This is an optimization exercise on Yosys and OpenROAD, whose aim is small area, not a production implementation. The RTL was checked by simulation tests, not by an equivalence proof against the original design.

==> flow/design.v (excerpt) <==
module fenc (
    input  wire        clk,
    input  wire        rst,           
    input  wire        cmd_valid,
    output wire        cmd_ready,
    input  wire [31:0] cmd,
    output wire        rsp_valid,
    output wire        rsp_ok,
    output wire [15:0] rsp_data
);
    localparam [7:0] OP_NOP    = 8'h00, OP_LDAX   = 8'h01, OP_LDCH   = 8'h02,
                     OP_SETARM = 8'h03, OP_CSRW   = 8'h04, OP_CSRR   = 8'h05,
                     OP_RDAX   = 8'h06, OP_RDCH   = 8'h07, OP_RDFB   = 8'h08,
                     OP_POP    = 8'h09, OP_REWIND = 8'h0A, OP_RST    = 8'h0F,
                     OP_XORI   = 8'h10, OP_XORB   = 8'h11, OP_CRCI   = 8'h12,
                     OP_CRCB   = 8'h13, OP_MAPM   = 8'h20, OP_MAPC   = 8'h21,
                     OP_FMTM   = 8'h30, OP_FMTC   = 8'h31, OP_ENC    = 8'h40;
    localparam [4:0] S_IDLE = 5'd0,  S_RESP = 5'd2,  S_CLR  = 5'd3,
                     S_AXW  = 5'd4,  S_AXS  = 5'd5,  S_CHW  = 5'd6,  S_POLW = 5'd7,
                     S_FBW  = 5'd8,  S_FBS  = 5'd9,  S_MW   = 5'd10, S_MC   = 5'd11,
                     S_MCL  = 5'd12, S_MMIN = 5'd13, S_MINS = 5'd14, S_MAUX = 5'd15,
                     S_MAUXI= 5'd16, S_MREST= 5'd17, S_FW   = 5'd18, S_FR   = 5'd19,
                     S_FC   = 5'd20;
  ...
Size in the first run: about 620 flip-flops, roughly 0.018 mm^2 of cells after synthesis.
clock: 20.0 ns
lec_check: 0
cap_margin: 20
core_margin: 2
core_utilization: 65
gpl_timing_driven: 0
slew_margin: 20
standard.sh (not shown) runs the stock make flow with config.mk's settings and CLKGATE_MAP_FILE= SYNTH_SCRIPT=/design/flow/synth_recipe.tcl, a recipe that flattens the netlist after the stock synthesis.
==> flow/flow/run.sh <==
#!/bin/bash
# Standard ORFS layout with these changes:
#  - synthesis maps the logic with flow/abc_map.script (area only: deepsyn, then mapping; no ABC
#    buffering or gate sizing) and leaves adders to ABC too (no separate half/full-adder
#    mapping); everything else in synthesis, registers included, is unchanged;
#  - the port buffers are the smallest buffer cell;
#  - CTS uses larger sink clusters and no dummy loads.
set -euo pipefail
here=$(pwd)
rm -rf scripts_map
cp -r "$FLOW_HOME/scripts" scripts_map
cp flow/abc_map.script scripts_map/abc_speed.script
bash standard.sh SCRIPTS_DIR="$here/scripts_map" ADDER_MAP_FILE= synth > synth.log 2>&1
export BUFFER_PORTS_ARGS="-buffer_cell sky130_fd_sc_hd__buf_1"
export CTS_ARGS="-sink_clustering_enable -repair_clock_nets -dont_use_dummy_load -buf_list {sky130_fd_sc_hd__clkbuf_4} -sink_clustering_size 10 -sink_clustering_max_diameter 40"
bash standard.sh > layout.log 2>&1
==> flow/flow/abc_map.script <==
&get -n
&st
&deepsyn -T 60
&dch -f
&nf -R 1000
&put
topo
==> next run, changes <==
==> flow/flow/run.sh (replaced) <==
#!/bin/bash
# Standard ORFS layout with these changes:
#  - synthesis maps the logic with flow/abc_map.script (area only: no ABC buffering or
#    gate sizing); everything else in synthesis, registers included, is unchanged;
#  - the port buffers are the smallest buffer cell;
#  - CTS uses larger sink clusters and no dummy loads.
set -euo pipefail
here=$(pwd)
rm -rf scripts_map
cp -r "$FLOW_HOME/scripts" scripts_map
cp flow/abc_map.script scripts_map/abc_speed.script
bash standard.sh SCRIPTS_DIR="$here/scripts_map" synth > synth.log 2>&1
export BUFFER_PORTS_ARGS="-buffer_cell sky130_fd_sc_hd__buf_1"
export CTS_ARGS="-sink_clustering_enable -repair_clock_nets -dont_use_dummy_load -buf_list {sky130_fd_sc_hd__clkbuf_8} -sink_clustering_size 16 -sink_clustering_max_diameter 50"
bash standard.sh > layout.log 2>&1
==> flow/flow/abc_map.script (replaced) <==
&get -n
&st
&dch
&nf -R 1000
&st
&syn2
&dch -f
&nf -R 1000
&st
&syn2
&dch -f
&nf -R 1000
&put
topo
Outcome:
- wire length is higher by 3.6%
- final area rises by 5.6%
- synthesized area rose by 5.5%
- global-route usage goes down by 0.78 points
==> next run, changes <==
==> flow/flow/run.sh (replaced) <==
#!/bin/bash
# Standard ORFS layout with these changes:
#  - synthesis maps the logic with flow/abc_map.script (area only: deepsyn, then mapping; no ABC buffering or
#    gate sizing); everything else in synthesis, registers included, is unchanged;
#  - the port buffers are the smallest buffer cell;
#  - CTS uses larger sink clusters and no dummy loads.
set -euo pipefail
here=$(pwd)
rm -rf scripts_map
cp -r "$FLOW_HOME/scripts" scripts_map
cp flow/abc_map.script scripts_map/abc_speed.script
bash standard.sh SCRIPTS_DIR="$here/scripts_map" synth > synth.log 2>&1
export BUFFER_PORTS_ARGS="-buffer_cell sky130_fd_sc_hd__buf_1"
export CTS_ARGS="-sink_clustering_enable -repair_clock_nets -dont_use_dummy_load -buf_list {sky130_fd_sc_hd__clkbuf_4} -sink_clustering_size 10 -sink_clustering_max_diameter 40"
bash standard.sh > layout.log 2>&1
==> flow/flow/abc_map.script (replaced) <==
&get -n
&st
&deepsyn -T 60
&dch -f
&nf -R 1000
&put
topo
Register-to-register slack is better by 0.78 ns.
Global-route usage drops by 0.28 points.
Synthesized cell count falls by 6.0%.
First-iteration DRC count falls by about 11%.

-- static timing again, ports no longer ideal --
No port has a modelled driver above. Below, the same layouts with a new extraction and two added sets of constraints.
Step 1 assumes that a clkbuf_16 drives the clock port and a buf_2 every other input.
Step 2 moves the port delays by t, midway between the first and last clock arrival at a register: inputs arrive t later, outputs are due t later. That takes back most of the time a late clock gives input paths.
Slacks: no drivers / after step 1 / after step 2; pairs: no drivers / after step 1.
| run | t (ns) | setup slack, ns | pins driven straight from the clock port |
|---|---|---|---|
| the first run | 0.732 | 10.022 / 9.993 / 9.993 | 1 |
| the second run | 0.612 | 10.743 / 10.709 / 10.709 | 1 |
| the third run | 0.745 | 10.705 / 10.687 / 10.687 | 1 |
After both steps every run listed still meets setup and hold. For the second run, which loses most, drivers alone change the setup slack by -0.034 ns; drivers and shift together by -0.034 ns.
